Context: an optimization exercise on an open-source flow, tuned for small area. The choices shown serve that exercise and are no tape-out recipe.
At most, simulation tests tie the RTL to the original design; equivalence was not proved.
Power is estimated from default activity; no workload was simulated.

== run D ==
// solar16_core
module solar16_core (
    input  wire        clk,
    input  wire        rst,           
    input  wire [16:0] prog_len,      
    output wire        imem_req,
    output wire [15:0] imem_addr,
    input  wire        imem_ack,
    input  wire [31:0] imem_rdata,
    output wire        dmem_req,
    output wire        dmem_we,
    output wire [15:0] dmem_addr,
    output wire [7:0]  dmem_wdata,
    input  wire        dmem_ack,
    input  wire [7:0]  dmem_rdata,
    output wire        in_req,
    input  wire        in_ack,
    input  wire        in_eof,
    input  wire [20:0] in_char,
    output wire        out_valid,
    output wire [7:0]  out_data,
    output wire [1:0]  run_state,     
    output wire [2:0]  fault_cause,
    output wire [16:0] fault_pc,
    output wire [7:0]  fault_opcode,
    output wire [7:0]  fault_operand,
    output wire [16:0] pc_out,
    output wire        z_out,
    input  wire [3:0]  dbg_sel,
    output wire [15:0] dbg_reg
);
export LEC_CHECK = 0
export CAP_MARGIN = 20
export CORE_MARGIN = 2
export CORE_UTILIZATION = 40
export CTS_BUF_LIST = sky130_fd_sc_hd__clkbuf_4
export GPL_TIMING_DRIVEN = 0
export PLACE_DENSITY = 0.6
export SLEW_MARGIN = 20
create_clock -name core_clock -period 10.0 [get_ports {clk}]
run.sh (not shown) runs the stock make flow with config.mk's settings and CLKGATE_MAP_FILE= SYNTH_SCRIPT=/design/flow/synth_recipe.tcl, a recipe that flattens the netlist after the stock synthesis.
diff inputs: run D => run X
# run D
export LEC_CHECK = 0
export CAP_MARGIN = 20
export CORE_MARGIN = 2
export CORE_UTILIZATION = 40
export CTS_BUF_LIST = sky130_fd_sc_hd__clkbuf_4
export GPL_TIMING_DRIVEN = 0
export PLACE_DENSITY = 0.6
export SLEW_MARGIN = 20
create_clock -name core_clock -period 10.0 [get_ports {clk}]
# run X
export LEC_CHECK = 0
export CAP_MARGIN = 20
export CORE_MARGIN = 2
export CORE_UTILIZATION = 40
export PLACE_DENSITY = 0.6
export SLEW_MARGIN = 20
create_clock -name core_clock -period 10.0 [get_ports {clk}]
[summary]
- Looking at count of clock-buffer cells in the layout across run X and run D, the one that comes out higher is run D.
- Between run X and run D, it is run X whose proportion of power drawn by the clock network is higher, by 2.1 points.
- Changes observed in run X relative to run D: maximum vdd drop went down by 4.0%; overall routing resource usage went down by 2.4 points; worst setup slack shows an increase of 19 ps.
- Against run D, run X comes in 240 ps lower on worst path required time.
- | maximum frequency | run X vs run D | ≈ equal |
- Comparing run X and run D, the lower standby leakage power was measured on run X.

* * *

Another version of the RTL of solar16_core (not shown whole).
Size in the first run: roughly 320 flip-flops, about 210 I/O pins.
==> flow/config.mk <==
export PLATFORM = sky130hd
export DESIGN_NAME = solar16_core
export DESIGN_NICKNAME = solar16_core
export VERILOG_FILES = /design/flow/design.v
export SDC_FILE = /design/flow/constraint.sdc
export NUM_CORES = 4
export LEC_CHECK = 0
export CAP_MARGIN = 20
export CORE_MARGIN = 2
export CORE_UTILIZATION = 40
export CTS_CLUSTER_DIAMETER = 100
export CTS_CLUSTER_SIZE = 20
export PLACE_DENSITY = 0.6
export SLEW_MARGIN = 20
==> flow/constraint.sdc <==
create_clock -name core_clock -period 10.0 [get_ports {clk}]
set_input_delay 2.0000 -clock core_clock [delete_from_list [all_inputs] [get_ports {clk}]]
set_output_delay 2.0000 -clock core_clock [all_outputs]
set_load 0.01 [all_outputs]
standard.sh (not shown) runs the stock make flow with config.mk's settings and CLKGATE_MAP_FILE= SYNTH_SCRIPT=/design/flow/synth_recipe.tcl, a recipe that flattens the netlist after the stock synthesis.
==> flow/flow/run.sh <==
#!/bin/bash
# Standard layout, with the port buffers made of the smallest buffer cell.
set -euo pipefail
bash standard.sh 'BUFFER_PORTS_ARGS=-buffer_cell sky130_fd_sc_hd__buf_1' finish > flow_make.log 2>&1
Then changed:
Settings changed: CTS_CLUSTER_DIAMETER 100 to default, CTS_CLUSTER_SIZE 20 to default.
- The changed run finished with timing, DRC and antenna clean
- total power grows by about 9%
- flip-flop and latch count does not change
- register-to-register slack stays flat
- utilization grows by 1.4 points
Then changed:
Settings changed: CTS_CLUSTER_DIAMETER from default to 100, CTS_CLUSTER_SIZE from default to 20, GPL_TIMING_DRIVEN from default to 0.
=>
- The changed run completed with no timing, DRC or antenna violations
- clock power falls by about 30%
- cell area is lower by 0.65%
- register-to-register slack degrades by 80 ps
- worst hold slack is about the same
- setup slack is worse by 76 ps
- combinational power climbs by about 4%
- total power decreases by about 6%
No functional check of the RTL was part of any run of this note.

* * *

Another version of the RTL of solar16_core (not shown whole).
Size: about 1,400 cells after synthesis, about 320 flip-flops, ~14,000 um2 of cells after synthesis.
==> flow/design.v (excerpt) <==
module solar16_core (
    input  wire        clk,
    input  wire        rst,           
    input  wire [16:0] prog_len,      
    output wire        imem_req,
    output wire [15:0] imem_addr,
    input  wire        imem_ack,
    input  wire [31:0] imem_rdata,
    output wire        dmem_req,
    output wire        dmem_we,
    output wire [15:0] dmem_addr,
    output wire [7:0]  dmem_wdata,
    input  wire        dmem_ack,
    input  wire [7:0]  dmem_rdata,
    output wire        in_req,
    input  wire        in_ack,
    input  wire        in_eof,
    input  wire [20:0] in_char,
    output wire        out_valid,
    output wire [7:0]  out_data,
    output wire [1:0]  run_state,     
    output wire [2:0]  fault_cause,
    output wire [16:0] fault_pc,
    output wire [7:0]  fault_opcode,
    output wire [7:0]  fault_operand,
    output wire [16:0] pc_out,
    output wire        z_out,
    input  wire [3:0]  dbg_sel,
    output wire [15:0] dbg_reg
);
clock: 10.0 ns
lec_check: 0
cap_margin: 20
core_margin: 2
core_utilization: 55
cts_buf_list: sky130_fd_sc_hd__clkbuf_4 sky130_fd_sc_hd__clkbuf_8
cts_cluster_diameter: 60
cts_cluster_size: 10
place_density: 0.7
slew_margin: 20
==> flow/flow/run.sh <==
#!/bin/bash
# Standard layout, with the port buffers made of the smallest buffer cell and
# the resizer kept to small signal buffers.
set -euo pipefail
T=$PWD/flow/small_bufs.tcl
bash standard.sh 'BUFFER_PORTS_ARGS=-buffer_cell sky130_fd_sc_hd__buf_1' \
  "PRE_FLOORPLAN_TCL=$T" "PRE_GLOBAL_PLACE_TCL=$T" "PRE_RESIZE_TCL=$T" \
  "PRE_REPAIR_TIMING_POST_PLACE_TCL=$T" "PRE_GLOBAL_ROUTE_TCL=$T" finish > flow_make.log 2>&1
==> flow/flow/small_bufs.tcl <==
# Keep the resizer's buffers small: signal buffers up to drive strength 2.
set_dont_use {sky130_fd_sc_hd__buf_4 sky130_fd_sc_hd__buf_6 sky130_fd_sc_hd__buf_8 sky130_fd_sc_hd__buf_12 sky130_fd_sc_hd__buf_16 sky130_fd_sc_hd__bufbuf_8 sky130_fd_sc_hd__bufbuf_16}
Rerun with:
==> flow/flow/run.sh (replaced) <==
#!/bin/bash
# Standard layout, with the port buffers made of the smallest buffer cell.
set -euo pipefail
bash standard.sh 'BUFFER_PORTS_ARGS=-buffer_cell sky130_fd_sc_hd__buf_1' finish > flow_make.log 2>&1
- CORE_UTILIZATION: 55 -> 40
- CTS_BUF_LIST: sky130_fd_sc_hd__clkbuf_4 sky130_fd_sc_hd__clkbuf_8 -> unset
- CTS_CLUSTER_DIAMETER: 60 -> 110
- CTS_CLUSTER_SIZE: 10 -> 24
- PLACE_DENSITY: 0.7 -> 0.6
removed: flow/flow/small_bufs.tcl
Clock skew decreases by 0.018 ns. Die area increases by 37%. Wire length increases by about 5%. Clock-buffer cell count decreases by 25. Via count decreases by about 2.1%. Synthesized cell count does not change. Core utilization decreases by 16 points. Cell area increases by 1.0%. Final cell count increases by 5.2%. Sequential power barely changes. Sequential share of layout area decreases by 0.44 points.
Rerun with:
==> flow/flow/run.sh (replaced) <==
#!/bin/bash
# Standard layout, with the port buffers made of the smallest buffer cell and
# non-critical cells downsized again after global routing.
set -euo pipefail
bash standard.sh 'BUFFER_PORTS_ARGS=-buffer_cell sky130_fd_sc_hd__buf_1' 'RECOVER_POWER=100' finish > flow_make.log 2>&1
=>
- Now the flow finished but failed the layout checks on max-capacitance violations, max-slew violations
- non-clock buffer count does not change
- maximum frequency stays flat
- total power came out lower by 0.90%
- global-route usage does not change
- die area stays the same
- flip-flop and latch count is unchanged
- synthesized area does not change
- cell count is unchanged
- worst setup slack is better by 0.019 ns

* * *

solar16_core again, from the RTL that the note above started with.
export LEC_CHECK = 0
export CAP_MARGIN = 20
export CORE_MARGIN = 2
export CORE_UTILIZATION = 55
export CTS_CLUSTER_DIAMETER = 110
export CTS_CLUSTER_SIZE = 24
export PLACE_DENSITY = 0.7
export SLEW_MARGIN = 20
create_clock -name core_clock -period 10.0 [get_ports {clk}]
==> flow/flow/run.sh <==
#!/bin/bash
# Standard layout, with the port buffers made of the smallest buffer cell.
set -euo pipefail
bash standard.sh 'BUFFER_PORTS_ARGS=-buffer_cell sky130_fd_sc_hd__buf_1' finish > flow_make.log 2>&1
The first run completed without violations.
Rerun with:
==> flow/flow/run.sh (replaced) <==
#!/bin/bash
# Standard layout, with the port buffers made of the smallest buffer cell and
# the resizer kept to small signal buffers.
set -euo pipefail
T=$PWD/flow/small_bufs.tcl
bash standard.sh 'BUFFER_PORTS_ARGS=-buffer_cell sky130_fd_sc_hd__buf_1' \
  "PRE_FLOORPLAN_TCL=$T" "PRE_GLOBAL_PLACE_TCL=$T" "PRE_RESIZE_TCL=$T" \
  "PRE_REPAIR_TIMING_POST_PLACE_TCL=$T" "PRE_GLOBAL_ROUTE_TCL=$T" finish > flow_make.log 2>&1
==> flow/flow/small_bufs.tcl (new file) <==
# Keep the resizer's buffers small: signal buffers up to drive strength 2.
set_dont_use {sky130_fd_sc_hd__buf_4 sky130_fd_sc_hd__buf_6 sky130_fd_sc_hd__buf_8 sky130_fd_sc_hd__buf_12 sky130_fd_sc_hd__buf_16 sky130_fd_sc_hd__bufbuf_8 sky130_fd_sc_hd__bufbuf_16}
--- a/flow/config.mk
+++ b/flow/config.mk
@@ -9,6 +9,6 @@
 export CORE_MARGIN = 2
-export CORE_UTILIZATION = 55
+export CORE_UTILIZATION = 40
 export CTS_CLUSTER_DIAMETER = 110
 export CTS_CLUSTER_SIZE = 24
-export PLACE_DENSITY = 0.7
+export PLACE_DENSITY = 0.6
 export SLEW_MARGIN = 20
Utilization is lower by 16 points.
Power is higher by 0.68%.
Routed wire length rose by 5.2%.
Register-to-register slack gets better by 0.06 ns.
Non-clock buffer count is higher by 2.
Worst setup slack gains 0.057 ns.
Die area goes up by 37%.
Cell area stays flat.
Synthesized cell count is unchanged.
First-iteration DRC count drops by 28%.
Rerun with:
--- a/flow/config.mk
+++ b/flow/config.mk
@@ -9,6 +9,7 @@
 export CORE_MARGIN = 2
-export CORE_UTILIZATION = 40
-export CTS_CLUSTER_DIAMETER = 110
-export CTS_CLUSTER_SIZE = 24
-export PLACE_DENSITY = 0.6
+export CORE_UTILIZATION = 55
+export CTS_BUF_LIST = sky130_fd_sc_hd__clkbuf_4
+export CTS_CLUSTER_DIAMETER = 50
+export CTS_CLUSTER_SIZE = 8
+export PLACE_DENSITY = 0.7
 export SLEW_MARGIN = 20
The changed run finished with timing, DRC and antenna clean.
Routed wire length went down by 5.1%.
Total power falls by 2.2%.
Core utilization rose by 16 points.
Sequential power stays flat.
Rerun with:
--- a/flow/config.mk
+++ b/flow/config.mk
@@ -10,5 +10,4 @@
 export CORE_UTILIZATION = 55
-export CTS_BUF_LIST = sky130_fd_sc_hd__clkbuf_4
-export CTS_CLUSTER_DIAMETER = 50
-export CTS_CLUSTER_SIZE = 8
+export CTS_CLUSTER_DIAMETER = 110
+export CTS_CLUSTER_SIZE = 24
 export PLACE_DENSITY = 0.7
After rerunning:
- die area stays the same
- setup slack gets better by 0.053 ns
- non-clock buffer count stays the same
- global-route usage falls by 0.47 points
- design area stays flat
- routed wire length fell slightly

* * *

Starting RTL as in the previous note.
export LEC_CHECK = 0
export CAP_MARGIN = 5
export CORE_MARGIN = 2
export CORE_UTILIZATION = 55
export CTS_BUF_LIST = sky130_fd_sc_hd__clkbuf_8
export CTS_CLUSTER_DIAMETER = 80
export CTS_CLUSTER_SIZE = 14
export PLACE_DENSITY = 0.7
export SLEW_MARGIN = 5
create_clock -name core_clock -period 10.0 [get_ports {clk}]
==> flow/flow/run.sh <==
#!/bin/bash
# Standard layout, with the port buffers made of the smallest buffer cell and
# the resizer kept to small signal buffers.
set -euo pipefail
T=$PWD/flow/small_bufs.tcl
bash standard.sh 'BUFFER_PORTS_ARGS=-buffer_cell sky130_fd_sc_hd__buf_1' \
  "PRE_FLOORPLAN_TCL=$T" "PRE_GLOBAL_PLACE_TCL=$T" "PRE_RESIZE_TCL=$T" \
  "PRE_REPAIR_TIMING_POST_PLACE_TCL=$T" "PRE_GLOBAL_ROUTE_TCL=$T" finish > flow_make.log 2>&1
==> flow/flow/small_bufs.tcl <==
# Keep the resizer's buffers small: signal buffers up to drive strength 2.
set_dont_use {sky130_fd_sc_hd__buf_4 sky130_fd_sc_hd__buf_6 sky130_fd_sc_hd__buf_8 sky130_fd_sc_hd__buf_12 sky130_fd_sc_hd__buf_16 sky130_fd_sc_hd__bufbuf_8 sky130_fd_sc_hd__bufbuf_16}
Then changed:
- CAP_MARGIN: 5 -> 20
- SLEW_MARGIN: 5 -> 20
What happened:
- clock-buffer cell count is unchanged
- core utilization barely changes
- combinational power barely changes
- worst hold slack gets better by 0.0030 ns
- setup slack is better by 0.026 ns
- first-iteration DRC count goes up by 8.3%

re-timing with driven ports:
The results above use ideal ports. As a check the final layouts listed here were re-extracted and re-timed, cells and wires unchanged. Step 1, drivers: a clkbuf_16 drives clk and a buf_2 each remaining input, both assumed. Step 2 moves the port delays by t, midway between the first and last clock arrival at a register: inputs arrive t later, outputs are due t later. That takes back most of the time a late clock gives input paths. Slacks: ideal ports / drivers / drivers and shift; pairs: ideal ports / drivers.
run	shift t [ns]	setup slack, ns	hold WS [ns]	cell pins on the clock port's net
run D	0.820	0.376 / 0.376 / 0.376	0.324 / 0.324 / 0.324	1
run X	0.577	0.395 / 0.395 / 0.395	0.341 / 0.341 / 0.341	1
the first run of note 2	0.583	0.431 / 0.431 / 0.431	0.338 / 0.338 / 0.338	1
the second run of note 2	0.634	0.445 / 0.445 / 0.445	0.329 / 0.329 / 0.329	1
the third run of note 2	0.595	0.369 / 0.369 / 0.369	0.330 / 0.330 / 0.330	1
the first run of note 3	0.592	0.460 / 0.460 / 0.460	0.339 / 0.339 / 0.339	1
the second run of note 3	0.559	0.406 / 0.406 / 0.406	0.343 / 0.343 / 0.343	1
the third run of note 3	0.557	0.425 / 0.425 / 0.425	0.340 / 0.340 / 0.340	1
the first run of note 4	0.537	0.415 / 0.415 / 0.415	0.336 / 0.336 / 0.336	1
the second run of note 4	0.555	0.472 / 0.472 / 0.472	0.342 / 0.342 / 0.342	1
the third run of note 4	0.714	0.357 / 0.357 / 0.357	0.337 / 0.337 / 0.337	1
the fourth run of note 4	0.548	0.410 / 0.410 / 0.410	0.344 / 0.344 / 0.344	1
the first run of note 5	0.616	0.377 / 0.377 / 0.377	0.321 / 0.321 / 0.321	1
the second run of note 5	0.612	0.403 / 0.403 / 0.403	0.324 / 0.324 / 0.324	1
